This is an optimization exercise on Yosys and OpenROAD, whose aim is small area, a short achievable clock period and few clock cycles per item, not a production implementation.
Function was checked by simulation only, so behaviour that the tests miss may differ from the original.
Power figures rest on the tool's default switching activity, not on a simulated workload.

Design bfc_bitbuf, start of the top module:
module bfc_bitbuf (
    input  wire        clk,
    input  wire        rst,           
    input  wire        cmd_valid,
    output wire        cmd_ready,
    input  wire [31:0] cmd_hdr,
    input  wire [63:0] cmd_a0,
    output wire        rsp_valid,
    input  wire        rsp_ready,
    output wire [7:0]  rsp_status,
    output wire [63:0] rsp_r0
);
    localparam [7:0] ST_OK       = 8'h00;
    localparam [7:0] ST_ABSENT   = 8'h11;
    localparam [7:0] ST_WIDTH    = 8'h12;
    localparam [7:0] ST_GRAN     = 8'h14;
    localparam [7:0] ST_BELOW    = 8'h15;
    localparam [7:0] ST_INUSE    = 8'h17;
    localparam [7:0] ST_CAPACITY = 8'h20;
    localparam [7:0] ST_ALLOC    = 8'h30;
    localparam [7:0] ST_ILLEGAL  = 8'h61;
    reg  [1:0]   valid;
    reg  [8:0]   bc0, bc1;
    reg  [8:0]   cur0, cur1;
    reg  [255:0] mem0, mem1;         
    reg          o_valid, k_valid;   
    reg  [7:0]   o_st, k_st;
    reg  [63:0]  o_r0, k_r0;
    reg          rdy;                
    wire stall = o_valid && k_valid;
    wire adv   = !stall;
    wire take  = cmd_valid && rdy;
    wire pop   = o_valid && rsp_ready;
    assign cmd_ready  = rdy;
    assign rsp_valid  = o_valid;
    assign rsp_status = o_st;
    assign rsp_r0     = o_r0;
    wire [7:0] opc    = cmd_hdr[7:0];
    wire [6:0] width  = cmd_hdr[22:16];
    wire [6:0] wm1    = width - 7'd1;
    wire bufhdr = (cmd_hdr[31:12] == 20'd0) && (opc[7:3] == 5'd0);
    wire codhdr = (cmd_hdr[31:23] == 9'd0) && (cmd_hdr[15:14] == 2'd0) && (opc[7:2] == 6'b000100);
    reg  [63:0] any_t, two_t;
    integer gi, gl;
    always @* begin
        any_t = cmd_a0;
        two_t = 64'd0;
        for (gl = 1; gl < 64; gl = gl * 2)
            for (gi = 0; gi < 64; gi = gi + 2 * gl) begin
  ...
Size in the first run: about 8,400 cells after synthesis, ~1,100 flip-flops, about 170 I/O pins, roughly 0.066 mm² of cells after synthesis.
Settings: LEC_CHECK=0, ABC_AREA=1, CAP_MARGIN=20, CORE_MARGIN=2, CORE_UTILIZATION=40, SLEW_MARGIN=20; clock period 12.0 ns.
standard.sh (not shown) runs the stock make flow with config.mk's settings and CLKGATE_MAP_FILE= SYNTH_SCRIPT=/design/flow/synth_recipe.tcl, a recipe that flattens the netlist after the stock synthesis.
==> flow/flow/run.sh <==
#!/bin/bash
# Standard layout (the standard.sh: standard synthesis, floorplan, place, CTS, route),
# with these changes in how the layout is made:
#  - timing repair aims below the clock period: repair_timing's setup margin is raised so
#    that it keeps shortening the critical paths after the 12 ns constraint is met;
#  - clock tree: larger sink clusters and no dummy loads (fewer clock buffers);
#  - port buffers are plain buffers (buf_2) instead of the delay cells buffer_ports picks;
#  - the resizer may swap a cell for one of another footprint (MATCH_CELL_FOOTPRINT=0).
set -euo pipefail
export SETUP_SLACK_MARGIN=$(cat flow/margin.txt)
export CTS_ARGS="-sink_clustering_enable -repair_clock_nets -dont_use_dummy_load -sink_clustering_size 28 -sink_clustering_max_diameter 90"
export BUFFER_PORTS_ARGS="-buffer_cell sky130_fd_sc_hd__buf_2"
bash standard.sh MATCH_CELL_FOOTPRINT=0 finish > flow_standard.log 2>&1
==> flow/flow/margin.txt <==
8.0
Testbench counts at the start, summed over its fixed seeds: cycles 3,232, commands 3,200.
Rerun with:
--- a/flow/flow/run.sh
+++ b/flow/flow/run.sh
@@ -7,2 +7 @@
-#  - port buffers are plain buffers (buf_2) instead of the delay cells buffer_ports picks;
-#  - the resizer may swap a cell for one of another footprint (MATCH_CELL_FOOTPRINT=0).
+#  - port buffers are plain buffers (buf_2) instead of the delay cells buffer_ports picks.
@@ -11 +10 @@
-export CTS_ARGS="-sink_clustering_enable -repair_clock_nets -dont_use_dummy_load -sink_clustering_size 28 -sink_clustering_max_diameter 90"
+export CTS_ARGS="-sink_clustering_enable -repair_clock_nets -dont_use_dummy_load -sink_clustering_size 24 -sink_clustering_max_diameter 80"
@@ -13 +12 @@
-bash standard.sh MATCH_CELL_FOOTPRINT=0 finish > flow_standard.log 2>&1
+bash standard.sh > flow_standard.log 2>&1
=>
- The new run completed with no timing, DRC or antenna violations
- final area climbs by 0.61%
- worst hold slack gains 0.030 ns
- utilization is higher by 0.27 points

---

== job 101 ==
bfc_bitbuf, a different RTL version from the one above (not shown whole).
Size: roughly 8300 cells after synthesis, about 1100 flip-flops, roughly 170 I/O pins, roughly 0.066 mm² of cells after synthesis.
## bfc_bitbuf
module bfc_bitbuf (
    input  wire        clk,
    input  wire        rst,           
    input  wire        cmd_valid,
    output wire        cmd_ready,
    input  wire [31:0] cmd_hdr,
    input  wire [63:0] cmd_a0,
    output wire        rsp_valid,
    input  wire        rsp_ready,
    output wire [7:0]  rsp_status,
    output wire [63:0] rsp_r0
);
    localparam [7:0] ST_OK       = 8'h00;
    localparam [7:0] ST_ABSENT   = 8'h11;
    localparam [7:0] ST_WIDTH    = 8'h12;
    localparam [7:0] ST_GRAN     = 8'h14;
    localparam [7:0] ST_BELOW    = 8'h15;
    localparam [7:0] ST_INUSE    = 8'h17;
    localparam [7:0] ST_CAPACITY = 8'h20;
    localparam [7:0] ST_ALLOC    = 8'h30;
    localparam [7:0] ST_ILLEGAL  = 8'h61;
    reg  [1:0]   valid;
    reg  [8:0]   bc0, bc1;
    reg  [8:0]   cur0, cur1;
    reg  [255:0] mem0, mem1;         
    reg          o_valid, k_valid;   
    reg  [7:0]   o_st, k_st;
    reg  [63:0]  o_r0, k_r0;
    reg          rdy;                
    wire stall = o_valid && k_valid;
    wire adv   = !stall;
    wire take  = cmd_valid && rdy;
    wire pop   = o_valid && rsp_ready;
    assign cmd_ready  = rdy;
    assign rsp_valid  = o_valid;
    assign rsp_status = o_st;
    assign rsp_r0     = o_r0;
    wire [7:0] opc    = cmd_hdr[7:0];
    wire [6:0] width  = cmd_hdr[22:16];
    wire [6:0] wm1    = width - 7'd1;
    wire bufhdr = (cmd_hdr[31:12] == 20'd0) && (opc[7:3] == 5'd0);
    wire codhdr = (cmd_hdr[31:23] == 9'd0) && (cmd_hdr[15:14] == 2'd0) && (opc[7:2] == 6'b000100);
    reg  [63:0] any_t, two_t;
    integer gi, gl;
    always @* begin
        any_t = cmd_a0;
        two_t = 64'd0;
        for (gl = 1; gl < 64; gl = gl * 2)
            for (gi = 0; gi < 64; gi = gi + 2 * gl) begin
  ...
Settings: LEC_CHECK=0, ABC_AREA=1, CAP_MARGIN=20, CORE_MARGIN=2, CORE_UTILIZATION=40, SLEW_MARGIN=20; clock period 12.0 ns.
==> flow/flow/run.sh <==
#!/bin/bash
# Standard layout (the standard.sh: standard synthesis, floorplan, place, CTS, route),
# with these changes in how the layout is made:
#  - timing repair aims below the clock period: repair_timing's setup margin is raised so
#    that it keeps shortening the critical paths after the 12 ns constraint is met;
#  - clock tree: larger sink clusters and no dummy loads (fewer clock buffers);
#  - port buffers are plain buffers (buf_2) instead of the delay cells buffer_ports picks;
#  - the resizer may swap a cell for one of another footprint (MATCH_CELL_FOOTPRINT=0).
set -euo pipefail
export SETUP_SLACK_MARGIN=$(cat flow/margin.txt)
export CTS_ARGS="-sink_clustering_enable -repair_clock_nets -dont_use_dummy_load -sink_clustering_size 24 -sink_clustering_max_diameter 80"
export BUFFER_PORTS_ARGS="-buffer_cell sky130_fd_sc_hd__buf_2"
bash standard.sh MATCH_CELL_FOOTPRINT=0 finish > flow_standard.log 2>&1
Scripts as last shown in full above: flow/flow/margin.txt
Testbench counts of job 101, summed over its fixed seeds: cycles 3,232, commands 3,200.
For job 102, these inputs were changed with respect to job 101:
==> flow/flow/run.sh <==
#!/bin/bash
# Standard layout (the standard.sh: standard synthesis, floorplan, place, CTS, route),
# with two changes in how the layout is made:
#  - timing repair aims below the clock period: repair_timing's setup margin is raised so
#    that it keeps shortening the critical paths after the 12 ns constraint is met;
#  - clock tree: larger sink clusters and no dummy loads (fewer clock buffers).
set -euo pipefail
export SETUP_SLACK_MARGIN=$(cat flow/margin.txt)
export CTS_ARGS="-sink_clustering_enable -repair_clock_nets -dont_use_dummy_load -sink_clustering_size 24 -sink_clustering_max_diameter 80"
bash standard.sh > flow_standard.log 2>&1
Comparing the two runs side by side, job 102 comes out behind job 101 on wire length of the first global-routing pass. Summed area of non-filler cells in the final layout: job 102 worse than job 101. Total count of max-transition violations in the final report came out exactly the same in job 102 and job 101. Lower first-iteration DRC count among job 102 and job 101: job 102. Post-layout utilization of the core: job 102 vs job 101 up 0.66 points. Job 101 → job 102: total power was more or less identical, number of standard cells in the final layout excluding fillers comparable.

## re-timing with driven ports
The flow's constraints put no driver on any port. The routed layouts listed below were extracted and timed again, unchanged, in two steps. Step 1 assumes that a clkbuf_16 drives the clock port and a buf_2 every other input. Step 2 moves the port delays by t, midway between the first and last clock arrival at a register: inputs arrive t later, outputs are due t later. That takes back most of the time a late clock gives input paths. Slacks: ideal ports / drivers / drivers and shift; pairs: ideal ports / drivers.
run | t, ns | slack for setup (ns) | hold slack, ns
the first run of note 1 | 0.764 | 7.976 / 8.021 / 7.273 | 0.392 / 0.392 / 0.392
the second run of note 1 | 0.791 | 7.990 / 7.990 / 7.382 | 0.422 / 0.422 / 0.422
job 101 | 0.753 | 7.956 / 7.956 / 7.473 | 0.430 / 0.430 / 0.430
job 102 | 0.762 | 7.987 / 7.976 / 7.314 | 0.414 / 0.414 / 0.414
After both steps setup and hold are still met in every run listed. For the first run of note 1, which loses most, drivers alone change the setup slack by +0.045 ns; drivers and shift together by -0.703 ns.
